Source: an optimization exercise on an open RTL-to-GDS flow (aim: small area, a short achievable clock period and few clock cycles per item). Production flows keep margins and buffers that such runs may drop. The RTL was checked by simulation tests, not by an equivalence proof against the original design. No activity file was given, so power comes from the tool's default toggle rates.

[flow/config.mk]
export PLATFORM = sky130hd
export DESIGN_NAME = ammod
export DESIGN_NICKNAME = ammod
export VERILOG_FILES = /design/flow/design.v
export SDC_FILE = /design/flow/constraint.sdc
export NUM_CORES = 4
export LEC_CHECK = 0
export CAP_MARGIN = 20
export CORE_MARGIN = 2
export CORE_UTILIZATION = 40
export PLACE_DENSITY = 0.6
export SLEW_MARGIN = 20
[flow/constraint.sdc]
create_clock -name core_clock -period 24.0 [get_ports {clk}]
set_input_delay 4.8000 -clock core_clock [delete_from_list [all_inputs] [get_ports {clk}]]
set_output_delay 4.8000 -clock core_clock [all_outputs]
set_load 0.01 [all_outputs]
[flow/design.v]
module ammod_fmul (
    input  wire [31:0] a,
    input  wire [31:0] b,
    output reg  [31:0] y
);
    localparam [31:0] QNAN = 32'h7FC00000;
    wire        sa = a[31], sb = b[31];
    wire [7:0]  ea = a[30:23], eb = b[30:23];
    wire [22:0] fa = a[22:0],  fb = b[22:0];
    wire a_nan  = (ea == 8'hFF) && (fa != 0);
    wire b_nan  = (eb == 8'hFF) && (fb != 0);
    wire a_inf  = (ea == 8'hFF) && (fa == 0);
    wire b_inf  = (eb == 8'hFF) && (fb == 0);
    wire a_zero = (ea == 8'h00) && (fa == 0);
    wire b_zero = (eb == 8'h00) && (fb == 0);
    wire sy     = sa ^ sb;
    wire [23:0] ma = {ea != 0, fa};
    wire [23:0] mb = {eb != 0, fb};
    reg  [4:0]  lza, lzb;
    integer i;
    always @* begin
        lza = 0;
        for (i = 0; i < 24; i = i + 1) if (ma[i]) lza = 5'd23 - i[4:0];
        lzb = 0;
        for (i = 0; i < 24; i = i + 1) if (mb[i]) lzb = 5'd23 - i[4:0];
    end
    wire [23:0] na = ma << lza;
    wire [23:0] nb = mb << lzb;
    wire signed [10:0] xa = (ea == 0) ? 11'sd1 - $signed({6'd0, lza}) : $signed({3'd0, ea});
    wire signed [10:0] xb = (eb == 0) ? 11'sd1 - $signed({6'd0, lzb}) : $signed({3'd0, eb});
    wire [47:0] p  = na * nb;                      
    wire [47:0] pn = p[47] ? p : {p[46:0], 1'b0};  
    wire signed [10:0] er = xa + xb - 11'sd127 + $signed({10'd0, p[47]});
    wire signed [10:0] dsh = 11'sd1 - er;
    reg  [47:0] pm;
    reg         stk;
    reg  [7:0]  ef;
    always @* begin
        if (er >= 11'sd1) begin
            pm  = pn;
            stk = 1'b0;
            ef  = er[7:0];
        end else if (dsh >= 11'sd48) begin
            pm  = 48'd0;
            stk = |pn;
            ef  = 8'd0;
        end else begin
            pm  = pn >> dsh[5:0];
            stk = |(pn & ~({48{1'b1}} << dsh[5:0]));
            ef  = 8'd0;
        end
    end
    wire        g   = pm[23];
    wire        s   = stk | (|pm[22:0]);
    wire        rup = g & (s | pm[24]);
    wire [30:0] mag = {ef, pm[46:24]} + {30'd0, rup};
    always @* begin
        if (a_nan || b_nan || (a_inf && b_zero) || (b_inf && a_zero))
            y = QNAN;
        else if (a_inf || b_inf)
            y = {sy, 8'hFF, 23'd0};
        else if (a_zero || b_zero)
            y = {sy, 31'd0};
        else if (er >= 11'sd255)
            y = {sy, 8'hFF, 23'd0};
        else
            y = {sy, mag};
    end
endmodule
module ammod_fadd (
    input  wire [31:0] a,
    input  wire [31:0] b,
    output reg  [31:0] y
);
    localparam [31:0] QNAN = 32'h7FC00000;
    wire a_nan = (a[30:23] == 8'hFF) && (a[22:0] != 0);
    wire b_nan = (b[30:23] == 8'hFF) && (b[22:0] != 0);
    wire a_inf = (a[30:23] == 8'hFF) && (a[22:0] == 0);
    wire b_inf = (b[30:23] == 8'hFF) && (b[22:0] == 0);
    wire        swap = b[30:0] > a[30:0];
    wire [31:0] l = swap ? b : a;
    wire [31:0] r = swap ? a : b;
    wire [7:0]  el = (l[30:23] == 0) ? 8'd1 : l[30:23];
    wire [7:0]  er = (r[30:23] == 0) ? 8'd1 : r[30:23];
    wire [26:0] ml = {l[30:23] != 0, l[22:0], 3'b000};
    wire [26:0] mr = {r[30:23] != 0, r[22:0], 3'b000};
    wire [7:0]  d  = el - er;
    wire        sub = l[31] ^ r[31];
    reg [26:0] mra;
    always @* begin
        if (d >= 8'd27)
            mra = {26'd0, |mr};
        else
            mra = (mr >> d[4:0]) | {26'd0, |(mr & ~({27{1'b1}} << d[4:0]))};
    end
    wire [27:0] sum = sub ? {1'b0, ml} - {1'b0, mra} : {1'b0, ml} + {1'b0, mra};
    reg  [4:0]  lz;
    integer i;
    always @* begin
        lz = 5'd27;
        for (i = 0; i < 27; i = i + 1) if (sum[i]) lz = 5'd26 - i[4:0];
    end
    reg [26:0] mn;
    reg [8:0]  en;
    reg [7:0]  ef;
    always @* begin
        if (sum[27]) begin
            mn = {sum[27:2], sum[1] | sum[0]};
            en = {1'b0, el} + 9'd1;
        end else if ({4'd0, lz} < el) begin
            mn = sum[26:0] << lz;
            en = {1'b0, el} - {4'd0, lz};
        end else begin
            mn = sum[26:0] << (el - 8'd1);
            en = 9'd1;
        end
        ef = mn[26] ? en[7:0] : 8'd0;
    end
    wire        rup = mn[2] & (mn[1] | mn[0] | mn[3]);
    wire [30:0] mag = {ef, mn[25:3]} + {30'd0, rup};
    always @* begin
        if (a_nan || b_nan || (a_inf && b_inf && (a[31] != b[31])))
            y = QNAN;
        else if (a_inf)
            y = a;
        else if (b_inf)
            y = b;
        else if (sum == 28'd0)
            y = {a[31] & b[31], 31'd0};
        else if (en >= 9'd255)
            y = {l[31], 8'hFF, 23'd0};
        else
            y = {l[31], mag};
    end
endmodule
module ammod (
    input  wire        clk,
    input  wire        rst,
    input  wire        cmd_valid,
    input  wire [31:0] cmd,
    input  wire [31:0] midx,
    input  wire [31:0] x,
    input  wire [2:0]  err_clr,
    output wire        cmd_ready,
    output reg  [31:0] yre,
    output reg  [31:0] yim,
    output reg  [31:0] nidx,
    output reg         created,
    output reg  [1:0]  lasterr,
    output reg  [2:0]  errflags
);
    localparam N = 19;
    localparam D = 9;
    localparam [31:0] ONE = 32'h3F800000;
    localparam [2:0] S_IDLE = 3'd0,
                     S_EXEC = 3'd1,
                     S_MUL  = 3'd2,
                     S_ADD  = 3'd3,
                     S_FIR  = 3'd4,
                     S_DONE = 3'd5;
    localparam [1:0] E_OK = 2'd0, E_PARAM = 2'd1, E_ILL = 2'd2, E_STATE = 2'd3;
    function [31:0] coef;
        input [4:0] k;
        case (k)
            5'd0:  coef = 32'hBBB96DD0;
            5'd2:  coef = 32'hBC8BC81A;
            5'd4:  coef = 32'hBD6FF656;
            5'd6:  coef = 32'hBE275216;
            5'd8:  coef = 32'hBF1E741A;
            5'd10: coef = 32'h3F1E741A;
            5'd12: coef = 32'h3E275216;
            5'd14: coef = 32'h3D6FF656;
            5'd16: coef = 32'h3C8BC81A;
            5'd18: coef = 32'h3BB96DD0;
            default: coef = 32'h00000000;
        endcase
    endfunction
    reg [2:0]  state;
    reg [31:0] cmd_r, midx_r, x_r;
    reg [31:0] m;
    reg [1:0]  sb;
    reg        sc;
    reg [31:0] line [0:N-1];
    reg [31:0] t;        
    reg [31:0] prod;     
    reg [31:0] acc;      
    reg [4:0]  k;        
    reg        pvalid;   
    reg  [31:0] mul_a, mul_b, add_a, add_b;
    wire [31:0] mul_y, add_y;
    ammod_fmul u_mul (.a(mul_a), .b(mul_b), .y(mul_y));
    ammod_fadd u_add (.a(add_a), .b(add_b), .y(add_y));
    always @* begin
        mul_a = m;
        mul_b = x_r;
        add_a = t;
        add_b = ONE;
        if (state == S_FIR) begin
            mul_a = coef(k);
            mul_b = (k < N) ? line[k] : 32'd0;
            add_a = acc;
            add_b = prod;
        end
    end
    wire [7:0] op = cmd_r[7:0];
    wire legal = (op == 8'h01) ? (cmd_r[31:11] == 0) :
                 (op == 8'h00 || op == 8'h02 || op == 8'h03) ? (cmd_r[31:8] == 0) : 1'b0;
    wire m_ok = !midx_r[31] && (midx_r[30:0] != 0) && (midx_r[30:0] <= 31'h3F800000);
    wire cfg_ok = m_ok && (cmd_r[9:8] != 2'd3);
    assign cmd_ready = (state == S_IDLE);
    integer j;
    task finish;
        input [1:0] code;
        begin
            lasterr <= code;
            if (code != E_OK) errflags[code - 2'd1] <= 1'b1;
            state <= S_IDLE;
        end
    endtask
    always @(posedge clk) begin
        if (rst) begin
            state    <= S_IDLE;
            created  <= 1'b0;
            m        <= 32'd0;
            sb       <= 2'd0;
            sc       <= 1'b0;
            yre      <= 32'd0;
            yim      <= 32'd0;
            nidx     <= 32'd0;
            lasterr  <= E_OK;
            errflags <= 3'd0;
        end else begin
            case (state)
                S_IDLE: begin
                    errflags <= errflags & ~err_clr;
                    if (cmd_valid) begin
                        cmd_r  <= cmd;
                        midx_r <= midx;
                        x_r    <= x;
                        state  <= S_EXEC;
                    end
                end
                S_EXEC: begin
                    if (!legal) begin
                        finish(E_ILL);
                    end else if (op == 8'h00) begin
                        finish(E_OK);
                    end else if (op == 8'h01) begin
                        if (created) finish(E_STATE);
                        else if (!cfg_ok) finish(E_PARAM);
                        else begin
                            created <= 1'b1;
                            m       <= midx_r;
                            sb      <= cmd_r[9:8];
                            sc      <= cmd_r[10];
                            yre     <= 32'd0;
                            yim     <= 32'd0;
                            nidx    <= 32'd0;
                            for (j = 0; j < N; j = j + 1) line[j] <= 32'd0;
                            finish(E_OK);
                        end
                    end else if (!created) begin
                        finish(E_STATE);
                    end else if (op == 8'h02) begin
                        state <= S_MUL;
                    end else begin
                        created <= 1'b0;
                        m       <= 32'd0;
                        sb      <= 2'd0;
                        sc      <= 1'b0;
                        yre     <= 32'd0;
                        yim     <= 32'd0;
                        nidx    <= 32'd0;
                        for (j = 0; j < N; j = j + 1) line[j] <= 32'd0;
                        finish(E_OK);
                    end
                end
                S_MUL: begin
                    t     <= mul_y;
                    state <= S_ADD;
                end
                S_ADD: begin
                    if (sb == 2'd0) begin
                        yre   <= sc ? t : add_y;
                        yim   <= 32'd0;
                        nidx  <= nidx + 32'd1;
                        finish(E_OK);
                    end else begin
                        for (j = N - 1; j > 0; j = j - 1) line[j] <= line[j-1];
                        line[0] <= sc ? t : add_y;
                        acc     <= 32'd0;
                        k       <= 5'd0;
                        pvalid  <= 1'b0;
                        state   <= S_FIR;
                    end
                end
                S_FIR: begin
                    if (pvalid) acc <= add_y;
                    if (k == N) begin
                        state <= S_DONE;
                    end else begin
                        prod   <= mul_y;
                        pvalid <= 1'b1;
                        k      <= k + 5'd1;
                    end
                end
                S_DONE: begin
                    yre  <= line[D];
                    yim  <= (sb == 2'd1) ? acc : {~acc[31], acc[30:0]};
                    nidx <= nidx + 32'd1;
                    finish(E_OK);
                end
                default: state <= S_IDLE;
            endcase
        end
    end
endmodule
[flow/run.sh]
#!/bin/bash
# synth_recipe.tcl (not shown) runs the flow's synth.tcl, then flattens the netlist and writes it again
# the make line also repeats each setting of config.mk as NAME=value (left out here)
make -C /OpenROAD-flow-scripts/flow DESIGN_CONFIG=/design/flow/config.mk WORK_HOME=/design/flow/orfs CLKGATE_MAP_FILE= SYNTH_SCRIPT=/design/flow/synth_recipe.tcl finish
==> summary.txt <==
==> routing by layer <==
layer | global-route usage | up-vias | wire length [um]
met3 | 0.0364 | 613 | 23900
li1 | - | 30900 | -
met2 | 0.442 | 3480 | 133000
met5 | 0 | - | 32
met1 | 0.386 | 34800 | 122000
met4 | 0.126 | 4 | 14700
==> where the power goes <==
group	internal (uW)	switching (uW)	total [uW]	leakage, uW
Combinational	64.4	151	216	0.0268
Sequential	1830	18.4	1850	0.00867
Clock	896	696	1590	0.00160
Total	2790	866	3660	0.0370
==> Yosys cell counts, drive strengths merged, types with 56 or more instances <==
| cell type | count |
|---|---|
| nor2 | 616 |
| a31oi | 67 |
| clkbuf | 513 |
| xor2 | 71 |
| nand2 | 1042 |
| o211ai | 65 |
| mux2i | 253 |
| xnor2 | 103 |
| nor4 | 62 |
| a221oi | 56 |
| nand4 | 104 |
| edfxtp | 806 |
| nand3 | 191 |
| o21ai | 311 |
| and2 | 169 |
| a22o | 68 |
| mux2 | 57 |
| buf | 80 |
| a22oi | 198 |
| ha | 307 |
| fa | 486 |
| and3 | 639 |
| a21o | 59 |
| a211oi | 73 |
| a21oi | 453 |
| dfxtp | 157 |
| inv | 764 |
| nor3 | 172 |
==> placed cells by master (no fill, tap or decap), types with 245 or more instances in the layout <==
master | Yosys | layout
ha_1 | 307 | 303
edfxtp_1 | 806 | 806
mux2i_1 | 249 | 245
inv_1 | 759 | 759
a21oi_1 | 451 | 447
nor2_1 | 613 | 611
and3_1 | 638 | 631
o21ai_0 | 284 | 275
fa_1 | 486 | 485
nand2_1 | 1042 | 1042
==> kinds of logic after synthesis <==
group                    Yosys count  share of synthesized area
XOR/XNOR                         174                     0.0190
AO/OA/AOI/OAI                   1819                      0.155
buffers and inverters           1359                     0.0650
AND/OR/NAND/NOR                 3268                      0.202
multiplexers                     339                     0.0481
adder cells (fa/ha/maj)          794                      0.169
flip-flops                       963                      0.341
==> final cells by class <==
class                           instances  area (um2)  share of cell area
Multi-Input combinational cell       6394       48100               0.544
Clock inverter                         49         662             0.00748
Inverter                              766        2880              0.0325
Timing Repair Buffer                  385        3460              0.0392
Tap cell                             2656        3320              0.0376
Clock buffer                          135        2660              0.0301
Antenna cell                            6        15.0            0.000170
Sequential cell                       963       27400               0.309
==> worst max-delay path: cells and delay by family, from the launching register on <==
kind | cells | cell delay, ns
mux | 2 | 0.66
flops | 1 | 0.89
xor+xnor | 3 | 0.91
simple gates | 19 | 5.73
compound gates | 26 | 6.48
buf+inv | 13 | 2.53
fa+ha+maj | 11 | 4.43
==> registers in the layout (all words and copies together) (netlist names), named ones only <==
signal and cells:
errflags 3, state 3, yim 32, m 32
acc 32, pvalid 1, x_r 32, sc 1
prod 32, k 5, created 1, lasterr 2
nidx 32, cmd_r 32, midx_r 32, sb 2
yre 32, t 32, line 608
==> stage by stage <==
stage	instances	instance area, um2
after global routing	11400	88400
after global placement	11200	85000
final	11400	88400
after floorplan	8716	80200
after detailed placement	11200	85100
after CTS	11300	88400
==> final timing paths <==
| path | end | cells after the start |
|---|---|---|
| worst max register to register | prod[30] | 74 |
| worst min-delay path | m[4] | 2 |
| worst min register to register | m[4] | 2 |
| worst max-delay path | prod[30] | 74 |
==> flow_summary_export.csv <==
group,metric,value,unit
floorplan,core_area,0.199,mm2
min_path,hold_class,"register to register",
clock_network,cts_inserted_buffers,99,
clock_network,clockBufferDepth,3,
critical_path,crit_path_end_kind,"register",
timing,min_period,21.90,ns
clock_network,clk_latency,0.75,ns
clock_network,hold_buffers,0,
min_path,worstHoldStart,"m[4]",
final_layout,fin_nets,9504,
yosys,yosysWarnings,4,
critical_path,required,24.50,ns
floorplan,die-area,0.204,mm2
job,maxCapViolCount,0,
drt,dr.first_iter.drc_count,8510,
yosys,avgSynthCellArea,9.20,um2
status,status,"no timing/DRC/antenna violations",
grt,grt_pass1_vias,68100,
final_layout,fin_util,0.443,
yosys,synth_cell_type_count,132,
yosys,dominantRegCellSynth,"edfxtp_1",
drt,avgViaCountPerCell,6.15,
pwr,power_leakage,0.0370,uW
floorplan,fp-row-count,164,
yosys,synth_edf_count,806,
critical_path,worstSetupStartpoint,"k[4]",
timing,hold_ws,0.454,ns
drt,vias,69900,
grt,grt_antenna_before_repair,10,
timing,skew,0.0634,ns
yosys,ys_seq_area_frac,0.341,
critical_path,critical_path_arrival,22.40,ns
drt,route.detailed.drc,0,
placed_design,portBuffers,204,
drt,totalWireLength,293000,um
yosys,ys_seq_elements,963,
timing,setup_tns,0,ns
final_layout,drive_above_1_share,0.0691,
placed_design,place.gp.congestion,0.977,
placed_design,dpl_worst_slack,2.33,ns
grt,grt_first_pass_wirelength,439000,um
floorplan,ios,205,
floorplan,die_h,452,um
drt,ant_nets,0,
critical_path,critPathKind,"register to register",
critical_path,r2r_setup_slack,2.10,ns
yosys,netlist_instances,8716,
pwr,total_power,3660,uW
grt,grt_max_degree,263,
timing,finalHoldViolations,0,
timing,slew_headroom,0.206,
yosys,async_reset_ff_frac,0,
drt,wl_per_cell,25.8,um
timing,tightest_slew,1.19,ns
timing,setup_ws,2.10,ns
pwr,vdd_ir_drop_max,0.0621,mV
final_layout,nFillCells,19300,
final_layout,area_growth_syn_to_layout,10.3,%
critical_path,max_stage_delay,0.96,ns
timing,report.final.slew_viol_count,0,
yosys,netlist_area,0.0802,mm2
critical_path,crit_path_start_kind,"register",
clock_network,htreeDepth,3,
placed_design,hpwl,216000,um
grt,grt_use_total,0.281,
yosys,synth_nets,9611,
critical_path,timing.rr.start,"k[4]",
drt,drtPass1Iterations,8,
timing,finalSetupViolations,0,
yosys,yosysTopAreaCell,"edfxtp_1",
critical_path,crit_fanout,33,
timing,grt_setup_unrepaired,"no",
clock_network,post_cts_resize_count,0,
floorplan,start_util,0.402,
clock_network,cts_tree,"built",
critical_path,slowest_stage,"a2111oi_1",
clock_network,cts_setup_buffers,0,
floorplan,fp.dieW,452,um
timing,max_clock_freq,45.7,MHz
timing,fin_crit_sh,0.912,
yosys,netlist_top_cells_area,"edfxtp_1 30%, fa_1 12%, and3_1 5.0%",
pwr,powerDensity,41.3,mW/mm2
grt,grt-ovfl-total,0,
clock_network,cts_sinks,963,
clock_network,path_clk_slew,0.06,ns
yosys,netlist.area_leader.share,0.302,
clock_network,cts-root-buf,"clkbuf_16",
Testbench counts, summed over its fixed seeds: cycles 55,488, steps 3,072.

-- port drivers added, routing unchanged --
Ports are ideal in the flow. The routed layout listed here was re-timed in OpenROAD. Step 1 (the two cells are an assumption about what drives the block):
set clk [get_ports {clk}]
set_driving_cell -lib_cell sky130_fd_sc_hd__clkbuf_16 $clk
set_driving_cell -lib_cell sky130_fd_sc_hd__buf_2 [delete_from_list [all_inputs] $clk]
Step 2, shift: input delay + t, output delay - t, t = (earliest + latest rising clock arrival at the registers) / 2. This alone moves slack from input paths to output paths. Three values: ideal, step 1, step 2; two values: the first two.
shift t [ns]: 0.797
setup slack, ns: 2.100 / 2.100 / 2.100
hold WS [ns]: 0.454 / 0.454 / 0.454
worst register clock-pin slew, ns: 0.07 / 0.07
worst data-port slew with drivers (ns): 0.10
After both steps setup and hold are still met in this run. The setup slack of this run moves by 0.000 ns with the drivers and by 0.000 ns with both steps.
